What follows belongs to an exercise in optimizing a design on an open flow for small area; a production flow would make more cautious choices.
RTL that was checked went through simulation tests only; none was proved equivalent to the original.

==> flow/design.v <==
module dso_ctrl #(
    parameter SETTLE_CYCLES = 1000,    
    parameter MAX_SAMPLES   = 65535
) (
    input  wire       clk,
    input  wire       rst,           
    input  wire       rx_valid,
    input  wire [7:0] rx_data,
    output wire       rx_ready,
    output wire       tx_valid,
    output wire [7:0] tx_data,
    input  wire       tx_ready,
    output reg        baud_fast,     
    output wire       baud_init,     
    output wire       ref_cfg,       
    output wire [7:0] line_oe,
    output wire [7:0] line_out,
    input  wire       fill,
    input  wire [7:0] data_bus,
    output wire       spi_sck,
    output wire       spi_mosi,
    input  wire       spi_miso
);
    localparam [3:0]
        P_BOOT  = 4'd0,     
        P_FETCH = 4'd1,     
        P_PARAM = 4'd2,     
        P_VER   = 4'd3,     
        P_MUL   = 4'd4,     
        P_SPI   = 4'd5,     
        P_BAUD  = 4'd6,     
        P_CAPP  = 4'd7,     
        P_CAPW  = 4'd8,     
        P_XPOLL = 4'd10,    
        P_XCLK1 = 4'd11,    
        P_XCLK0 = 4'd12,    
        P_XSEND = 4'd13;    
    reg  [3:0]  ph;
    reg  [15:0] c;
    reg         edge_lvl;
    reg         sel0_oe, sel0_out, sel1_oe, sel1_out;
    wire boot  = (ph == P_BOOT);
    wire fetch = (ph == P_FETCH);
    wire param = (ph == P_PARAM);
    wire ver   = (ph == P_VER);
    wire mul   = (ph == P_MUL);
    wire spi   = (ph == P_SPI);
    wire baud  = (ph == P_BAUD);
    wire capp  = (ph == P_CAPP);
    wire capw  = (ph == P_CAPW);
    wire xpoll = (ph == P_XPOLL);
    wire xclk1 = (ph == P_XCLK1);
    wire xclk0 = (ph == P_XCLK0);
    wire xsend = (ph == P_XSEND);
    assign rx_ready = fetch | param | (capw & c[11]) | xpoll;
    assign tx_valid = ver | xsend;
    wire stop_byte = rx_valid & (rx_data == 8'h6E);
    reg [7:0] ver_byte;
    always @(*) begin
        if (c[11]) ver_byte = 8'h43;
        else case (c[3:0])
            4'd0:  ver_byte = 8'h44;
            4'd1:  ver_byte = 8'h53;
            4'd2:  ver_byte = 8'h4F;
            4'd3:  ver_byte = 8'h20;
            4'd4:  ver_byte = 8'h56;
            4'd5:  ver_byte = 8'h65;
            4'd6:  ver_byte = 8'h72;
            4'd7:  ver_byte = 8'h73;
            4'd8:  ver_byte = 8'h69;
            4'd9:  ver_byte = 8'h6F;
            4'd10: ver_byte = 8'h6E;
            4'd11: ver_byte = 8'h20;
            4'd12: ver_byte = 8'h32;
            4'd13: ver_byte = 8'h2E;
            4'd14: ver_byte = 8'h30;
            default: ver_byte = 8'h0A;
        endcase
    end
    assign tx_data = xsend ? data_bus : ver_byte;
    wire [3:0] bs = c[3:0];
    assign line_oe[0] = ~boot | (bs > 4'd0);
    assign line_oe[1] = ~boot | (bs > 4'd1);
    assign line_oe[2] = ~boot | (bs > 4'd2);
    assign line_oe[3] = ~boot | (bs > 4'd3);
    assign line_oe[4] = ~boot | (bs > 4'd4);
    assign line_oe[5] = sel0_oe;
    assign line_oe[6] = sel1_oe;
    assign line_oe[7] = ~boot | (bs > 4'd6);
    assign line_out[0] = capp & (c[1:0] == 2'd0);
    assign line_out[1] = capp & (c[1:0] == 2'd2) & c[13];    
    assign line_out[2] = xpoll | xclk1 | xclk0 | xsend;
    assign line_out[3] = xclk1;
    assign line_out[4] = edge_lvl;
    assign line_out[5] = sel0_out;
    assign line_out[6] = sel1_out;
    assign line_out[7] = ~spi & (~boot | (bs > 4'd5));
    assign ref_cfg   = boot & c[3];
    assign baud_init = baud;
    wire [15:0] dac_word = {4'b0011, c[15:8], 4'b0000};
    assign spi_mosi = dac_word[~c[4:1]];
    assign spi_sck  = spi & c[0];
    wire c_load = fetch | (param & rx_valid);
    wire c_set  = capp & (c[1:0] == 2'd3);      
    wire c_inc  = boot | mul | spi | capp | (capw & ~c[11]) | ((ver | xsend) & tx_ready);
    wire [16:0] cy;
    assign cy[0] = c_inc;
    genvar gi;
    generate for (gi = 0; gi < 16; gi = gi + 1) begin : g_inc
        assign cy[gi+1] = cy[gi] & c[gi];
    end endgenerate
    wire [15:0] c_nxt = c ^ cy[15:0];
    wire p_mul_ok = (rx_data == 8'h02) | (rx_data == 8'h04) | (rx_data == 8'h08);
    always @(posedge clk) begin
        if (rst) begin
            ph        <= P_BOOT;
            c         <= 16'd0;
            edge_lvl  <= 1'b0;
            baud_fast <= 1'b0;
            sel0_oe   <= 1'b0;
            sel0_out  <= 1'b0;
            sel1_oe   <= 1'b0;
            sel1_out  <= 1'b0;
        end else begin
            if (c_load)     c <= {rx_data, 8'h00};
            else if (c_set) c <= {c[15:11], 11'h100};
            else            c <= c_nxt;
            case (ph)
                P_BOOT:  if (c[3]) ph <= P_BAUD;
                P_BAUD:  ph <= P_FETCH;
                P_FETCH: if (rx_valid) begin
                    case (rx_data)
                        8'h76:   ph <= P_VER;
                        8'h72,
                        8'h74,
                        8'h69:   ph <= P_PARAM;
                        8'h43,
                        8'h66:   ph <= P_CAPP;
                        8'h73:   ph <= P_XPOLL;
                        8'h42:   begin baud_fast <= ~baud_fast; ph <= P_BAUD; end
                        default: ph <= P_FETCH;
                    endcase
                end
                P_PARAM: if (rx_valid) begin
                    ph <= P_FETCH;
                    if (c[9]) begin                  
                        if (p_mul_ok) ph <= P_MUL;
                    end else if (c[10]) begin        
                        ph <= P_SPI;
                    end else begin                   
                        if (rx_data == 8'h72) edge_lvl <= 1'b0;
                        if (rx_data == 8'h66) edge_lvl <= 1'b1;
                    end
                end
                P_VER:   if (tx_ready && (c[11] || c[3:0] == 4'd15)) ph <= P_FETCH;
                P_MUL: begin
                    case (c[1:0])
                        2'd0: if (c[9]) sel0_oe  <= 1'b0; else sel0_out <= c[11];
                        2'd1: if (c[9]) sel0_out <= 1'b0; else sel0_oe  <= 1'b1;
                        2'd2: if (c[9]) sel1_oe  <= 1'b0; else sel1_out <= c[11];
                        default: begin
                            if (c[9]) sel1_out <= 1'b0; else sel1_oe <= 1'b1;
                            ph <= P_FETCH;
                        end
                    endcase
                end
                P_SPI:   if (c[4:0] == 5'd31) ph <= P_FETCH;
                P_CAPP:  if (c[1:0] == 2'd3) ph <= P_CAPW;
                P_CAPW:  if (c[11] && (fill || stop_byte)) ph <= P_VER;
                P_XPOLL: if (stop_byte || c == 16'h72FF) ph <= P_FETCH;
                         else ph <= P_XCLK1;
                P_XCLK1: ph <= P_XCLK0;
                P_XCLK0: ph <= P_XSEND;
                P_XSEND: if (tx_ready) ph <= P_XPOLL;
                default: ph <= P_FETCH;
            endcase
        end
    end
    wire unused_ok = &{1'b0, spi_miso};
endmodule
Settings: LEC_CHECK=0, ABC_AREA=1, CAP_MARGIN=20, CORE_MARGIN=2, CORE_UTILIZATION=40, SLEW_MARGIN=20; clock period 10.0 ns.
standard.sh (not shown) runs the stock make flow with config.mk's settings and CLKGATE_MAP_FILE= SYNTH_SCRIPT=/design/flow/synth_recipe.tcl, a recipe that flattens the netlist after the stock synthesis.
==> flow/flow/run.sh <==
#!/bin/bash
# The standard layout (standard.sh), with these changes:
# - synthesis maps the logic with an area-oriented ABC script (flow/synth.tcl,
#   flow/abc.script); the registers are the standard synthesis's;
# - combinational cells that synthesis sized up are set back to the smallest
#   size before floorplan (flow/downsize.tcl); placement repair sizes up
#   again what slew, capacitance or timing need;
# - the ports get the smallest buffer, sky130_fd_sc_hd__buf_1;
# - the clock tree has no dummy loads.
# Each tool's output goes to a log file of its own here.
set -euo pipefail
export OWN_ABC_SCRIPT=$PWD/flow/abc.script
ARGS=("SYNTH_SCRIPT=$PWD/flow/synth.tcl"
      "BUFFER_PORTS_ARGS=-buffer_cell sky130_fd_sc_hd__buf_1"
      "CTS_ARGS=-sink_clustering_enable -repair_clock_nets -dont_use_dummy_load -buf_list {sky130_fd_sc_hd__clkbuf_8}")
bash standard.sh "${ARGS[@]}" synth > synth.log 2>&1
export RESULTS=$PWD/orfs/results/$FLOW_PLATFORM/dso_ctrl/base
openroad -no_init -exit flow/downsize.tcl > downsize.log 2>&1
bash standard.sh "${ARGS[@]}" finish > standard_flow.log 2>&1
Other scripts of this flow, unchanged in this note and not shown: flow/flow/abc.script, flow/flow/downsize.tcl, flow/flow/synth.tcl
Then changed:
--- a/flow/design.v
+++ b/flow/design.v
@@ -55,28 +55,10 @@
     assign rx_ready = fetch | param | (capw & c[11]) | xpoll;
     assign tx_valid = ver | xsend;
     wire stop_byte = rx_valid & (rx_data == 8'h6E);
-    reg [7:0] ver_byte;
-    always @(*) begin
-        if (c[11]) ver_byte = 8'h43;
-        else case (c[3:0])
-            4'd0:  ver_byte = 8'h44;
-            4'd1:  ver_byte = 8'h53;
-            4'd2:  ver_byte = 8'h4F;
-            4'd3:  ver_byte = 8'h20;
-            4'd4:  ver_byte = 8'h56;
-            4'd5:  ver_byte = 8'h65;
-            4'd6:  ver_byte = 8'h72;
-            4'd7:  ver_byte = 8'h73;
-            4'd8:  ver_byte = 8'h69;
-            4'd9:  ver_byte = 8'h6F;
-            4'd10: ver_byte = 8'h6E;
-            4'd11: ver_byte = 8'h20;
-            4'd12: ver_byte = 8'h32;
-            4'd13: ver_byte = 8'h2E;
-            4'd14: ver_byte = 8'h30;
-            default: ver_byte = 8'h0A;
-        endcase
-    end
+    localparam [127:0] VER_STR = {
+        8'h0A, 8'h30, 8'h2E, 8'h32, 8'h20, 8'h6E, 8'h6F, 8'h69,
+        8'h73, 8'h72, 8'h65, 8'h56, 8'h20, 8'h4F, 8'h53, 8'h44};
+    wire [7:0] ver_byte = c[11] ? 8'h43 : VER_STR[{c[3:0], 3'b000} +: 8];
     assign tx_data = xsend ? data_bus : ver_byte;
     wire [3:0] bs = c[3:0];
     assign line_oe[0] = ~boot | (bs > 4'd0);
Result:
- utilization increases by 1.4 points
- register-to-register slack loses 0.05 ns
- worst setup slack gets better by 0.021 ns
- global-route usage goes up by 1.4 points
- fmax came out higher slightly
- area after synthesis drops by a little under a tenth
- worst hold slack degrades by 0.0099 ns
- synthesized cell count fell slightly
- critical path depth is unchanged
- design area came out lower by a little under a tenth
- routed wire length shrinks by a few percent
- die area fell by a little under a tenth
- count of clock-buffer cells in the layout decreases by 2
No functional check of the RTL was part of the first run of this note.

## re-timing with driven ports
How much do the figures lean on ideal ports? The routed layouts below were timed once more, with nothing changed but the port constraints.
Step 1: set_driving_cell puts a clkbuf_16 on clk and a buf_2 on each other input, an assumption about the parent block.
Step 2 times the ports against the registers' clock, not the clock port: input delays grow and output delays shrink by t, the midpoint of the rising clock arrivals with the driver on.
Slacks: ideal / step 1 / step 2; pairs: ideal / step 1.
run | t, ns | slack for setup (ns) | worst hold slack (ns) | worst setup path after step 2
the first run | 0.303 | 4.771 / 4.779 / 4.476 | 0.464 / 0.464 / 0.464 | input to register
the second run | 0.297 | 4.792 / 4.787 / 4.490 | 0.454 / 0.454 / 0.454 | input to register
After both steps every run listed still meets setup and hold. The setup slack of the second run, which loses most, moves by -0.005 ns with the drivers and by -0.302 ns with both steps.
